This design comes from an exercise in tuning for a short achievable clock period and few clock cycles on the open sky130 flow, not from production work. The clock input has no modelled driver; a real chip could not lean on it and would need a root buffer or a full tree. Power and IR drop assume default switching activity.

Design cm0_dbgctl, start of the top module:
module cm0_dbgctl #(
    parameter integer P_POLL_LIMIT = 100
) (
    input  wire        clk,
    input  wire        rst,            
    input  wire        cmd_valid,
    output wire        cmd_ready,
    input  wire [31:0] cmd_word,
    input  wire [31:0] cmd_arg,
    output reg         resp_valid,
    output reg  [2:0]  resp_status,
    output reg  [31:0] resp_data,
    output reg  [7:0]  resp_err,
    output wire        bus_req,
    output wire        bus_we,
    output wire [31:0] bus_addr,
    output wire [31:0] bus_wdata,
    input  wire        bus_ack,
    input  wire [31:0] bus_rdata,
    input  wire        bus_err,
    input  wire [7:0]  bus_err_code
);
export LEC_CHECK = 0
export CAP_MARGIN = 20
export CORE_MARGIN = 2
export CORE_UTILIZATION = 40
export SETUP_SLACK_MARGIN = 3.3
export SLEW_MARGIN = 20
export SYNTH_HIERARCHICAL = 1
create_clock -name core_clock -period 5.0 [get_ports {clk}]
standard.sh (not shown) runs the stock make flow with config.mk's settings and CLKGATE_MAP_FILE= SYNTH_SCRIPT=/design/flow/synth_recipe.tcl, a recipe that flattens the netlist after the stock synthesis.
==> flow/flow/run.sh <==
#!/bin/bash
# Layout flow: the standard synthesis unchanged, then the standard ORFS
# steps with port buffers that the resizer may size freely and a two-level
# hand-built clock tree (flow/cts_hook.tcl).
set -euo pipefail
W="$(pwd)"
F="$W/flow"
bash "$W/standard.sh" synth > "$W/make_synth.log" 2>&1
bash "$W/standard.sh" \
    MATCH_CELL_FOOTPRINT=0 \
    "BUFFER_PORTS_ARGS=-buffer_cell sky130_fd_sc_hd__buf_4" \
    "PRE_CTS_TCL=$F/cts_hook.tcl" \
    finish > "$W/make_layout.log" 2>&1
Other scripts of this flow, unchanged in this note and not shown: flow/flow/cts_hook.tcl, flow/flow/cts_tree.tcl
Then changed:
--- a/flow/design.v
+++ b/flow/design.v
@@ -204,13 +204,18 @@
             {we_q, a2_q, a3_q, ae_q, poll_q, pbit_q, rd8_q, rdbp_q, bpo_q} <= step(c_op, 3'd0);
         end else if (good) begin
             {we_q, a2_q, a3_q, ae_q, poll_q, pbit_q, rd8_q, rdbp_q, bpo_q} <= q1[SW-2:0];
         end
     end
     always @(posedge clk) begin
-        if (!run_q) begin
+        if (rst) begin
+            q1 <= S_NONE;
+            q2 <= S_NONE;
+            q3 <= S_NONE;
+            q4 <= S_NONE;
+        end else if (!run_q) begin
             q1 <= step(c_op, 3'd1);
             q2 <= step(c_op, 3'd2);
             q3 <= step(c_op, 3'd3);
             q4 <= step(c_op, 3'd4);
         end else if (good) begin
             q1 <= q2;
@@ -237,13 +242,13 @@
         else if (!run_q)
             wd_q <= c_wdata;
         else if (bus_ack)
             wd_q <= wrreg_q ? arg_q : 32'h0000_000F;
     end
     always @(posedge clk) begin
-        if (!run_q || good) begin
+        if (!run_q || !poll_q) begin
             cnt_q <= 7'd0;
             tc_q  <= 1'b0;
         end else if (bus_ack) begin
             cnt_q <= cnt_q + 7'd1;
             tc_q  <= (cnt_q == P_POLL_LIMIT - 2);
         end
@@ -275,46 +280,51 @@
     end
 endmodule
 module cm0_dbgctl_start (
     input  wire [31:0] w,
     output wire        start
 );
-    wire [7:0] g;
+    wire [7:0] g;              
     cm0_dbgctl_nor3 u_g0 (.a(w[31]), .b(w[30]), .c(w[29]), .y(g[0]));
     cm0_dbgctl_nor3 u_g1 (.a(w[28]), .b(w[27]), .c(w[26]), .y(g[1]));
     cm0_dbgctl_nor3 u_g2 (.a(w[25]), .b(w[24]), .c(w[23]), .y(g[2]));
     cm0_dbgctl_nor3 u_g3 (.a(w[22]), .b(w[21]), .c(w[20]), .y(g[3]));
     cm0_dbgctl_nor3 u_g4 (.a(w[19]), .b(w[18]), .c(w[17]), .y(g[4]));
     cm0_dbgctl_nor3 u_g5 (.a(w[16]), .b(w[15]), .c(w[14]), .y(g[5]));
     cm0_dbgctl_nor3 u_g6 (.a(w[13]), .b(w[11]), .c(w[10]), .y(g[6]));
-    cm0_dbgctl_nor3 u_g7 (.a(w[9]),  .b(1'b0),  .c(1'b0),  .y(g[7]));
+    cm0_dbgctl_inv  u_g7 (.a(w[9]), .y(g[7]));
     wire nz_lo, nz_hi;         
     cm0_dbgctl_nand4 u_h0 (.a(g[0]), .b(g[1]), .c(g[2]), .d(g[3]), .y(nz_lo));
     cm0_dbgctl_nand4 u_h1 (.a(g[4]), .b(g[5]), .c(g[6]), .d(g[7]), .y(nz_hi));
-    wire r0, r1, z_4;
+    wire r0, r1;               
     cm0_dbgctl_nor3 u_r0 (.a(w[8]), .b(w[7]), .c(w[6]), .y(r0));
-    cm0_dbgctl_nor3 u_r1 (.a(w[5]), .b(w[4]), .c(1'b0), .y(r1));
-    cm0_dbgctl_and2 u_r2 (.a(r0), .b(r1), .y(z_4));
-    wire [3:0] op = w[3:0];
-    wire o_rw  = (op == 4'h1) || (op == 4'h2);
-    wire o_en  = (op == 4'h8);
-    wire o_fix = (op == 4'h3) || (op == 4'h4) || (op == 4'h5) ||
-                 (op == 4'h6) || (op == 4'h7) || (op == 4'h9);
-    wire t;
-    cm0_dbgctl_opterm u_t (.o_rw(o_rw), .o_en(o_en), .o_fix(o_fix), .b12(w[12]), .z_4(z_4), .t(t));
-    cm0_dbgctl_nor3 u_s (.a(nz_lo), .b(nz_hi), .c(!t), .y(start));
+    cm0_dbgctl_nor2 u_r1 (.a(w[5]), .b(w[4]), .y(r1));
+    wire p, q;
+    cm0_dbgctl_opp u_p (.op(w[3:0]), .b12(w[12]), .p(p));
+    cm0_dbgctl_opq u_q (.op(w[3:0]), .b12(w[12]), .q(q));
+    wire tn;                   
+    cm0_dbgctl_a31oi u_t (.a1(r0), .a2(r1), .a3(q), .b1(p), .y(tn));
+    cm0_dbgctl_nor3 u_s (.a(nz_lo), .b(nz_hi), .c(tn), .y(start));
+endmodule
+module cm0_dbgctl_opp (input wire [3:0] op, input wire b12, output wire p);
+    assign p = ((op == 4'h1) || (op == 4'h2)) && !b12;
+endmodule
+module cm0_dbgctl_opq (input wire [3:0] op, input wire b12, output wire q);
+    assign q = (op == 4'h8) ||
+               (((op == 4'h3) || (op == 4'h4) || (op == 4'h5) ||
+                 (op == 4'h6) || (op == 4'h7) || (op == 4'h9)) && !b12);
+endmodule
+module cm0_dbgctl_inv (input wire a, output wire y);
+    assign y = !a;
+endmodule
+module cm0_dbgctl_nor2 (input wire a, input wire b, output wire y);
+    assign y = !(a || b);
 endmodule
 module cm0_dbgctl_nor3 (input wire a, input wire b, input wire c, output wire y);
     assign y = !(a || b || c);
 endmodule
 module cm0_dbgctl_nand4 (input wire a, input wire b, input wire c, input wire d, output wire y);
     assign y = !(a && b && c && d);
 endmodule
-module cm0_dbgctl_and2 (input wire a, input wire b, output wire y);
-    assign y = a && b;
-endmodule
-module cm0_dbgctl_opterm (
-    input  wire o_rw, input wire o_en, input wire o_fix, input wire b12, input wire z_4,
-    output wire t
-);
-    assign t = (o_rw && !b12) || (o_en && z_4) || (o_fix && !b12 && z_4);
+module cm0_dbgctl_a31oi (input wire a1, input wire a2, input wire a3, input wire b1, output wire y);
+    assign y = !((a1 && a2 && a3) || b1);
 endmodule
Wire length rose by roughly a tenth.
Total power grows slightly.
Fmax increases by a little under a tenth.
Global-route usage came out higher by 1.0 points.
Cell area rose slightly.
Die area grows slightly.
Clock skew hardly moves.
Via count is higher by a little under a tenth.
Setup slack improves by 0.16 ns.
Combinational power went up by a few percent.
Sequential cell count climbs by 3.
Utilization climbs by 0.39 points.
No functional check of the RTL was part of any run of this note. In every run of this note, the design's own scripts or RTL, not TritonCTS, make the clock network.

[static timing again, ports no longer ideal]
Ports are ideal in the flow. The routed layouts listed here were re-timed in OpenROAD. Step 1 assumes that a clkbuf_16 drives the clock port and a buf_2 every other input. Step 2 times the ports against the registers' clock, not the clock port: input delays grow and output delays shrink by t, the midpoint of the rising clock arrivals with the driver on. Three values: ideal, step 1, step 2; two values: the first two.
run | t, ns | slack for setup (ns) | worst slew at a driven data input, ns
the first run | 0.358 | 2.923 / 2.810 / 2.452 | 0.20
the second run | 0.367 | 3.081 / 3.004 / 2.637 | 0.24
After both steps every run listed still meets setup and hold. For the first run, which loses most, drivers alone change the setup slack by -0.113 ns; drivers and shift together by -0.471 ns.
